This is an optimization exercise on Yosys and OpenROAD, whose aim is small area, a short achievable clock period and few clock cycles, not a production implementation. Function was checked by simulation only, so behaviour that the tests miss may differ from the original.

==> inputs of build 33 <==
// ccc_mc
module ccc_mc (
    input  wire        clk,
    input  wire        rst_n,        
    input  wire        host_en,      
    input  wire        host_we,      
    input  wire        host_wide,    
    input  wire [8:0]  host_addr,
    input  wire [31:0] host_wdata,
    output reg  [31:0] host_rdata    
);
Settings: LEC_CHECK=0, CAP_MARGIN=20, CORE_MARGIN=2, CORE_UTILIZATION=56, CTS_CLUSTER_DIAMETER=60, CTS_CLUSTER_SIZE=30, SETUP_SLACK_MARGIN=4.25, SLEW_MARGIN=20, SYNTH_HIERARCHICAL=1, SYNTH_MINIMUM_KEEP_SIZE=0; clock period 8.0 ns.
run.sh (not shown) runs the stock make flow with config.mk's settings and CLKGATE_MAP_FILE= SYNTH_SCRIPT=/design/flow/synth_recipe.tcl, a recipe that flattens the netlist after the stock synthesis.
==> build 80 (differences from build 33) <==
--- a/flow/design.v
+++ b/flow/design.v
@@ -50,12 +50,11 @@
     reg [15:0]  p_oh;              
     reg [5:0]   rem_q;             
     reg [127:0] row_q;
     reg [15:0]  roww_q;
     reg         s2_scan, s2_dec, s2_enc;   
-    reg [7:0]   roh_q;             
-    reg         hg_q;              
+    reg         s2_w;              
     reg         s2_first, s2_last;
     reg [1:0]   s2_quad;
     reg [3:0]   scnt_q;            
     reg [1:0]   quad_q;            
     reg [4:0]   wrow_q;            
@@ -122,13 +121,17 @@
     wire [8:0] w_bc  = {1'b0, w_b} + {1'b0, w_c};
     wire [8:0] w_ac  = {1'b0, w_a} + {1'b0, w_c};
     wire [9:0] w_b2c = {2'b0, w_b} + {1'b0, w_c, 1'b0};
     wire [7:0] w_base = w_enc ? w_a : w_b;
     wire [7:0] w_ea   = w_a + w_c - 8'd1;
+    wire [7:0] w_eb   = w_b + w_c - 8'd1;
+    wire [7:0] w_e    = w_enc ? w_ea : w_eb;
     wire w_ovl = !w_cz && (w_b < w_a) && (w_b2c > {2'b0, w_a});
     wire w_lth = w_cz || (lt_v && w_b >= lt_lo && w_bc <= lt_hip1);
     wire w_wth = w_cz || (wt_v && w_a >= wt_lo && w_ac <= wt_hip1);
+    wire [1:0] w_e10 = w_a[1:0] + w_c[1:0] - 2'd1;
+    wire [7:0] w_x0e = w_b + {w_c[6:0], 1'b0} + {5'b11111, ~w_e10, 1'b0};
     wire [7:0] base = k_enc ? fa : fb;
     wire lo_step = k_enc ? s2_last : s2_first;
     wire hi_step = k_enc ? s2_first : s2_last;
     reg [15:0] smask, sleg;
     integer l;
@@ -208,30 +211,31 @@
     wire [63:0] s_win  = dec_w ? dwin  : ewin;
     wire [3:0] ge_thr = k_dec ? d_lo : {1'b0, fa[1:0], 1'b0};
     wire [3:0] le_thr = k_dec ? {1'b0, d_hi} : {1'b0, e_q[1:0], 1'b1};
     wire use_ge = k_dec ? s2_first : s2_last;
     wire use_le = k_dec ? s2_last : s2_first;
-    reg [7:0] m1, m2, wok;
+    reg [7:0] m1, m2, wok, off_oh;
     reg [2:0] jk;
     integer k;
     always @(*) begin
         for (k = 0; k < 8; k = k + 1) begin
             jk      = k - off_q;
             wok[k]  = seq_we && (!use_ge || {1'b0, jk} >= ge_thr) &&
                       (!use_le || {1'b0, jk} <= le_thr);
             m1[k]   = (wok[k] && k >= off_q) || (host_store && host_addr[2:0] == k);
             m2[k]   = wok[k] && k < off_q;
+            off_oh[k] = (off_q == k);
         end
     end
     wire [63:0] lanes;
-    ccc_mc_lanes u_ln (.win(s_win), .rot(roh_q), .hsel(hg_q), .hdata(host_wdata[7:0]), .lanes(lanes));
+    ccc_mc_lanes u_ln (.win(s_win), .rot(off_oh), .busy(s2_w), .hdata(host_wdata[7:0]), .lanes(lanes));
     reg [31:0]  rs;
     wire [255:0] wen;
     integer x;
     always @(*) begin
         for (x = 0; x < 32; x = x + 1)
-            rs[x] = seq_we ? (wrow_q == x) : (host_addr[7:3] == x);
+            rs[x] = s2_w ? (wrow_q == x) : (host_addr[7:3] == x);
     end
     ccc_mc_wen u_we (.rs(rs), .m1(m1), .m2(m2), .wen(wen));
     genvar g;
     generate
         for (g = 0; g < 256; g = g + 1) begin : g_byte
@@ -361,30 +365,23 @@
         else if ((in_scan && !k_enc) || in_wdec)
             p_oh <= {p_oh[14:0], 1'b0};
         else if ((in_scan && k_enc) || (in_wenc && quad_q == 2'd0))
             p_oh <= {1'b0, p_oh[15:1]};
     end
-    wire [2:0] off_d = !in_disp ? off_q : k_enc ? c_x0e[2:0] : fb[3:1];
     always @(posedge clk) begin
         if (!rst_n) begin
             s2_scan <= 1'b0;
             s2_dec  <= 1'b0;
             s2_enc  <= 1'b0;
-            roh_q   <= 8'd0;
-            hg_q    <= 1'b1;
+            s2_w    <= 1'b0;
         end else begin
-            roh_q   <= (busy_q && (in_wdec || in_wenc)) ? (8'd1 << off_d) : 8'd0;
-            hg_q    <= !(busy_q && (in_wdec || in_wenc));
             s2_scan <= busy_q && in_scan;
             s2_dec  <= busy_q && in_wdec;
             s2_enc  <= busy_q && in_wenc;
+            s2_w    <= busy_q && (in_wdec || in_wenc);
         end
     end
-    wire [7:0] c_ea  = fa + fc - 8'd1;
-    wire [7:0] c_eb  = fb + fc - 8'd1;
-    wire [1:0] c_e10 = fa[1:0] + fc[1:0] - 2'd1;
-    wire [7:0] c_x0e = fb + {fc[6:0], 1'b0} + {5'b11111, ~c_e10, 1'b0};
     always @(posedge clk) begin
         row_q    <= row_d;
         roww_q   <= row_w;
         s2_first <= first_q;
         s2_last  <= p_last;
@@ -394,34 +391,32 @@
             k_val   <= w_val;
             k_dec   <= w_dec;
             k_enc   <= w_enc;
             k_cz    <= w_cz;
             k_ovl   <= w_ovl;
+            e_q     <= w_e;
             first_q <= 1'b1;
             unwr_q  <= 1'b0;
             ill_q   <= 1'b0;
             scnt_q  <= w_nrows;
-            quad_q  <= w_ea[3:2];
+            quad_q  <= w_e[3:2];
             rem_q   <= w_enc ? w_nquad : {2'b0, w_nrb[7:4]};
             k_bad   <= !(w_val || w_dec || w_enc);
             k_resv  <= (w_a != 8'd0);
             k_rngv  <= (w_bc > 9'd256);
             k_rnge  <= (w_ac > 9'd256 || w_b2c > 10'd256);
             k_lth   <= w_lth;
             k_wth   <= w_wth;
+            if (w_enc) begin
+                wrow_q <= w_x0e[7:3];
+                off_q  <= w_x0e[2:0];
+            end else begin
+                wrow_q <= {w_b[7:4], 1'b0};
+                off_q  <= w_b[3:1];
+            end
             st_q    <= S_DISP;
         end else begin
-            if (in_disp) begin
-                e_q <= k_enc ? c_ea : c_eb;
-                if (k_enc) begin
-                    wrow_q <= c_x0e[7:3];
-                    off_q  <= c_x0e[2:0];
-                end else begin
-                    wrow_q <= {fb[7:4], 1'b0};
-                    off_q  <= fb[3:1];
-                end
-            end
             if (issue) begin
                 first_q <= 1'b0;
                 if (in_scan)
                     scnt_q <= scnt_q - 4'd1;
                 else
@@ -483,21 +478,21 @@
     end
 endmodule
 module ccc_mc_lanes (
     input  wire [63:0] win,
     input  wire [7:0]  rot,
-    input  wire        hsel,
+    input  wire        busy,
     input  wire [7:0]  hdata,
     output reg  [63:0] lanes
 );
     integer k, j;
     always @(*) begin
         for (k = 0; k < 8; k = k + 1) begin
-            lanes[8*k +: 8] = hdata & {8{hsel}};
+            lanes[8*k +: 8] = busy ? 8'd0 : hdata;
             for (j = 0; j < 8; j = j + 1)
                 lanes[8*k +: 8] = lanes[8*k +: 8] |
-                                  (win[8*((k - j) & 7) +: 8] & {8{rot[j]}});
+                                  (win[8*((k - j) & 7) +: 8] & {8{busy & rot[j]}});
         end
     end
 endmodule
 module ccc_mc_wen (
     input  wire [31:0]  rs,
CORE_UTILIZATION = 60   (was 56)
SETUP_SLACK_MARGIN = 4.1   (was 4.25)
==> trial 8 (differences from build 33) <==
CORE_UTILIZATION = 50   (was 56)
==> trial 4 (differences from build 33) <==
--- a/flow/design.v
+++ b/flow/design.v
@@ -50,12 +50,10 @@
     reg [15:0]  p_oh;              
     reg [5:0]   rem_q;             
     reg [127:0] row_q;
     reg [15:0]  roww_q;
     reg         s2_scan, s2_dec, s2_enc;   
-    reg [7:0]   roh_q;             
-    reg         hg_q;              
     reg         s2_first, s2_last;
     reg [1:0]   s2_quad;
     reg [3:0]   scnt_q;            
     reg [1:0]   quad_q;            
     reg [4:0]   wrow_q;            
@@ -122,13 +120,17 @@
     wire [8:0] w_bc  = {1'b0, w_b} + {1'b0, w_c};
     wire [8:0] w_ac  = {1'b0, w_a} + {1'b0, w_c};
     wire [9:0] w_b2c = {2'b0, w_b} + {1'b0, w_c, 1'b0};
     wire [7:0] w_base = w_enc ? w_a : w_b;
     wire [7:0] w_ea   = w_a + w_c - 8'd1;
+    wire [7:0] w_eb   = w_b + w_c - 8'd1;
+    wire [7:0] w_e    = w_enc ? w_ea : w_eb;
     wire w_ovl = !w_cz && (w_b < w_a) && (w_b2c > {2'b0, w_a});
     wire w_lth = w_cz || (lt_v && w_b >= lt_lo && w_bc <= lt_hip1);
     wire w_wth = w_cz || (wt_v && w_a >= wt_lo && w_ac <= wt_hip1);
+    wire [1:0] w_e10 = w_a[1:0] + w_c[1:0] - 2'd1;
+    wire [7:0] w_x0e = w_b + {w_c[6:0], 1'b0} + {5'b11111, ~w_e10, 1'b0};
     wire [7:0] base = k_enc ? fa : fb;
     wire lo_step = k_enc ? s2_last : s2_first;
     wire hi_step = k_enc ? s2_first : s2_last;
     reg [15:0] smask, sleg;
     integer l;
@@ -208,30 +210,32 @@
     wire [63:0] s_win  = dec_w ? dwin  : ewin;
     wire [3:0] ge_thr = k_dec ? d_lo : {1'b0, fa[1:0], 1'b0};
     wire [3:0] le_thr = k_dec ? {1'b0, d_hi} : {1'b0, e_q[1:0], 1'b1};
     wire use_ge = k_dec ? s2_first : s2_last;
     wire use_le = k_dec ? s2_last : s2_first;
-    reg [7:0] m1, m2, wok;
+    reg [7:0] m1, m2, wok, off_oh;
     reg [2:0] jk;
     integer k;
     always @(*) begin
         for (k = 0; k < 8; k = k + 1) begin
             jk      = k - off_q;
             wok[k]  = seq_we && (!use_ge || {1'b0, jk} >= ge_thr) &&
                       (!use_le || {1'b0, jk} <= le_thr);
-            m1[k]   = (wok[k] && k >= off_q) || (host_store && host_addr[2:0] == k);
+            m1[k]   = busy_q ? (wok[k] && k >= off_q)
+                             : (host_store && host_addr[2:0] == k);
             m2[k]   = wok[k] && k < off_q;
+            off_oh[k] = (off_q == k);
         end
     end
     wire [63:0] lanes;
-    ccc_mc_lanes u_ln (.win(s_win), .rot(roh_q), .hsel(hg_q), .hdata(host_wdata[7:0]), .lanes(lanes));
+    ccc_mc_lanes u_ln (.win(s_win), .rot(off_oh), .busy(busy_q), .hdata(host_wdata[7:0]), .lanes(lanes));
     reg [31:0]  rs;
     wire [255:0] wen;
     integer x;
     always @(*) begin
         for (x = 0; x < 32; x = x + 1)
-            rs[x] = seq_we ? (wrow_q == x) : (host_addr[7:3] == x);
+            rs[x] = busy_q ? (wrow_q == x) : (host_addr[7:3] == x);
     end
     ccc_mc_wen u_we (.rs(rs), .m1(m1), .m2(m2), .wen(wen));
     genvar g;
     generate
         for (g = 0; g < 256; g = g + 1) begin : g_byte
@@ -361,30 +365,21 @@
         else if ((in_scan && !k_enc) || in_wdec)
             p_oh <= {p_oh[14:0], 1'b0};
         else if ((in_scan && k_enc) || (in_wenc && quad_q == 2'd0))
             p_oh <= {1'b0, p_oh[15:1]};
     end
-    wire [2:0] off_d = !in_disp ? off_q : k_enc ? c_x0e[2:0] : fb[3:1];
     always @(posedge clk) begin
         if (!rst_n) begin
             s2_scan <= 1'b0;
             s2_dec  <= 1'b0;
             s2_enc  <= 1'b0;
-            roh_q   <= 8'd0;
-            hg_q    <= 1'b1;
         end else begin
-            roh_q   <= (busy_q && (in_wdec || in_wenc)) ? (8'd1 << off_d) : 8'd0;
-            hg_q    <= !(busy_q && (in_wdec || in_wenc));
             s2_scan <= busy_q && in_scan;
             s2_dec  <= busy_q && in_wdec;
             s2_enc  <= busy_q && in_wenc;
         end
     end
-    wire [7:0] c_ea  = fa + fc - 8'd1;
-    wire [7:0] c_eb  = fb + fc - 8'd1;
-    wire [1:0] c_e10 = fa[1:0] + fc[1:0] - 2'd1;
-    wire [7:0] c_x0e = fb + {fc[6:0], 1'b0} + {5'b11111, ~c_e10, 1'b0};
     always @(posedge clk) begin
         row_q    <= row_d;
         roww_q   <= row_w;
         s2_first <= first_q;
         s2_last  <= p_last;
@@ -394,34 +389,32 @@
             k_val   <= w_val;
             k_dec   <= w_dec;
             k_enc   <= w_enc;
             k_cz    <= w_cz;
             k_ovl   <= w_ovl;
+            e_q     <= w_e;
             first_q <= 1'b1;
             unwr_q  <= 1'b0;
             ill_q   <= 1'b0;
             scnt_q  <= w_nrows;
-            quad_q  <= w_ea[3:2];
+            quad_q  <= w_e[3:2];
             rem_q   <= w_enc ? w_nquad : {2'b0, w_nrb[7:4]};
             k_bad   <= !(w_val || w_dec || w_enc);
             k_resv  <= (w_a != 8'd0);
             k_rngv  <= (w_bc > 9'd256);
             k_rnge  <= (w_ac > 9'd256 || w_b2c > 10'd256);
             k_lth   <= w_lth;
             k_wth   <= w_wth;
+            if (w_enc) begin
+                wrow_q <= w_x0e[7:3];
+                off_q  <= w_x0e[2:0];
+            end else begin
+                wrow_q <= {w_b[7:4], 1'b0};
+                off_q  <= w_b[3:1];
+            end
             st_q    <= S_DISP;
         end else begin
-            if (in_disp) begin
-                e_q <= k_enc ? c_ea : c_eb;
-                if (k_enc) begin
-                    wrow_q <= c_x0e[7:3];
-                    off_q  <= c_x0e[2:0];
-                end else begin
-                    wrow_q <= {fb[7:4], 1'b0};
-                    off_q  <= fb[3:1];
-                end
-            end
             if (issue) begin
                 first_q <= 1'b0;
                 if (in_scan)
                     scnt_q <= scnt_q - 4'd1;
                 else
@@ -483,21 +476,21 @@
     end
 endmodule
 module ccc_mc_lanes (
     input  wire [63:0] win,
     input  wire [7:0]  rot,
-    input  wire        hsel,
+    input  wire        busy,
     input  wire [7:0]  hdata,
     output reg  [63:0] lanes
 );
     integer k, j;
     always @(*) begin
         for (k = 0; k < 8; k = k + 1) begin
-            lanes[8*k +: 8] = hdata & {8{hsel}};
+            lanes[8*k +: 8] = busy ? 8'd0 : hdata;
             for (j = 0; j < 8; j = j + 1)
                 lanes[8*k +: 8] = lanes[8*k +: 8] |
-                                  (win[8*((k - j) & 7) +: 8] & {8{rot[j]}});
+                                  (win[8*((k - j) & 7) +: 8] & {8{busy & rot[j]}});
         end
     end
 endmodule
 module ccc_mc_wen (
     input  wire [31:0]  rs,
CORE_UTILIZATION = 60   (was 56)
SETUP_SLACK_MARGIN = 4.5   (was 4.25)
==> results.ini <==
[run_status]
status=timing/DRC/antenna clean

[floorplanning]
start_util_pct=60.5

[clock_tree]
clkTransAtPathRegs_ns=0.09

[power_and_ir_drop]
ir_worst_vdd_mv=0.208
seq_power_mw=15.3

[sta]
skew_ns=0.0579

[yosys]
yosysSeqAreaShare_pct=67.1
synth_cells=7746

[route]
first_pass_iters=13

[global_routing]
grt_max_degree=129

[placed_design]
dpl_cell_area_sq_um=114000

That was build 80.
==> results.ini <==
[power_and_ir_drop]
ir_worst_vdd_mv=0.295

[placed_design]
dpl_cell_area_sq_um=116000

[worst_setup_path]
worstSetupStartpoint=host_addr[6]

[route]
first_pass_iters=9

[yosys]
yosysSeqAreaShare_pct=66.9
synth_cells=7844

[run_status]
status=timing/DRC/antenna clean

[global_routing]
grt_max_degree=139

[sta]
skew_ns=0.0651

That was trial 8.
==> results.ini <==
[yosys]
synth_cells=7844

[placed_design]
dpl_cell_area_sq_um=115000

[run_status]
status=timing/DRC/antenna clean

[cells_and_area]
final_cell_mix=edfxtp_1, nor2_1, a22o_1, dfxtp_1, buf_4

[floorplanning]
start_util_pct=56.5

[clock_tree]
clkTransAtPathRegs_ns=0.08

[route]
first_pass_iters=12

[power_and_ir_drop]
seq_power_mw=15.4

That was build 33.
==> results.ini <==
[run_status]
status=timing/DRC/antenna clean

[floorplanning]
start_util_pct=60.6

[yosys]
yosysSeqAreaShare_pct=67.0
synth_cells=7730

[sta]
skew_ns=0.0683

[clock_tree]
clkTransAtPathRegs_ns=0.09

[placed_design]
dpl_cell_area_sq_um=115000

[power_and_ir_drop]
ir_worst_vdd_mv=0.228
seq_power_mw=15.3

That was trial 4.
Testbench counts of build 33, summed over its fixed seeds: cycles 18,840.
Testbench counts of build 80, summed over its fixed seeds: cycles 18,840.
Testbench counts of trial 8, summed over its fixed seeds: cycles 18,840.
Testbench counts of trial 4, summed over its fixed seeds: cycles 18,840.

==> static timing again, ports no longer ideal <==
The results above use ideal ports. As a check the final layouts listed here were re-extracted and re-timed, cells and wires unchanged. Step 1 sets driving cells, clkbuf_16 on the clock port and buf_2 on the other inputs (assumed; they add their load-dependent delay and slew). Step 2, shift: input delay + t, output delay - t, t = (earliest + latest rising clock arrival at the registers) / 2. This alone moves slack from input paths to output paths. Three values: ideal ports, drivers, drivers and shift; two values: the first two.
run | t, ns | slack for setup (ns) | hold WS [ns] | worst setup path after step 2 | worst slew at a driven data input, ns
build 33 | 0.984 | 4.089 / 3.992 / 3.008 | 0.403 / 0.403 / 0.403 | input to register | 0.36
build 80 | 0.954 | 3.919 / 3.802 / 2.848 | 0.394 / 0.394 / 0.394 | input to register | 0.31
trial 8 | 0.969 | 3.991 / 4.024 / 3.055 | 0.349 / 0.349 / 0.349 | input to register | 0.09
trial 4 | 0.972 | 3.980 / 3.900 / 2.928 | 0.361 / 0.361 / 0.361 | input to register | 0.22
After both steps every run listed still meets setup and hold. The setup slack of build 33, which loses most, moves by -0.097 ns with the drivers and by -1.081 ns with both steps.
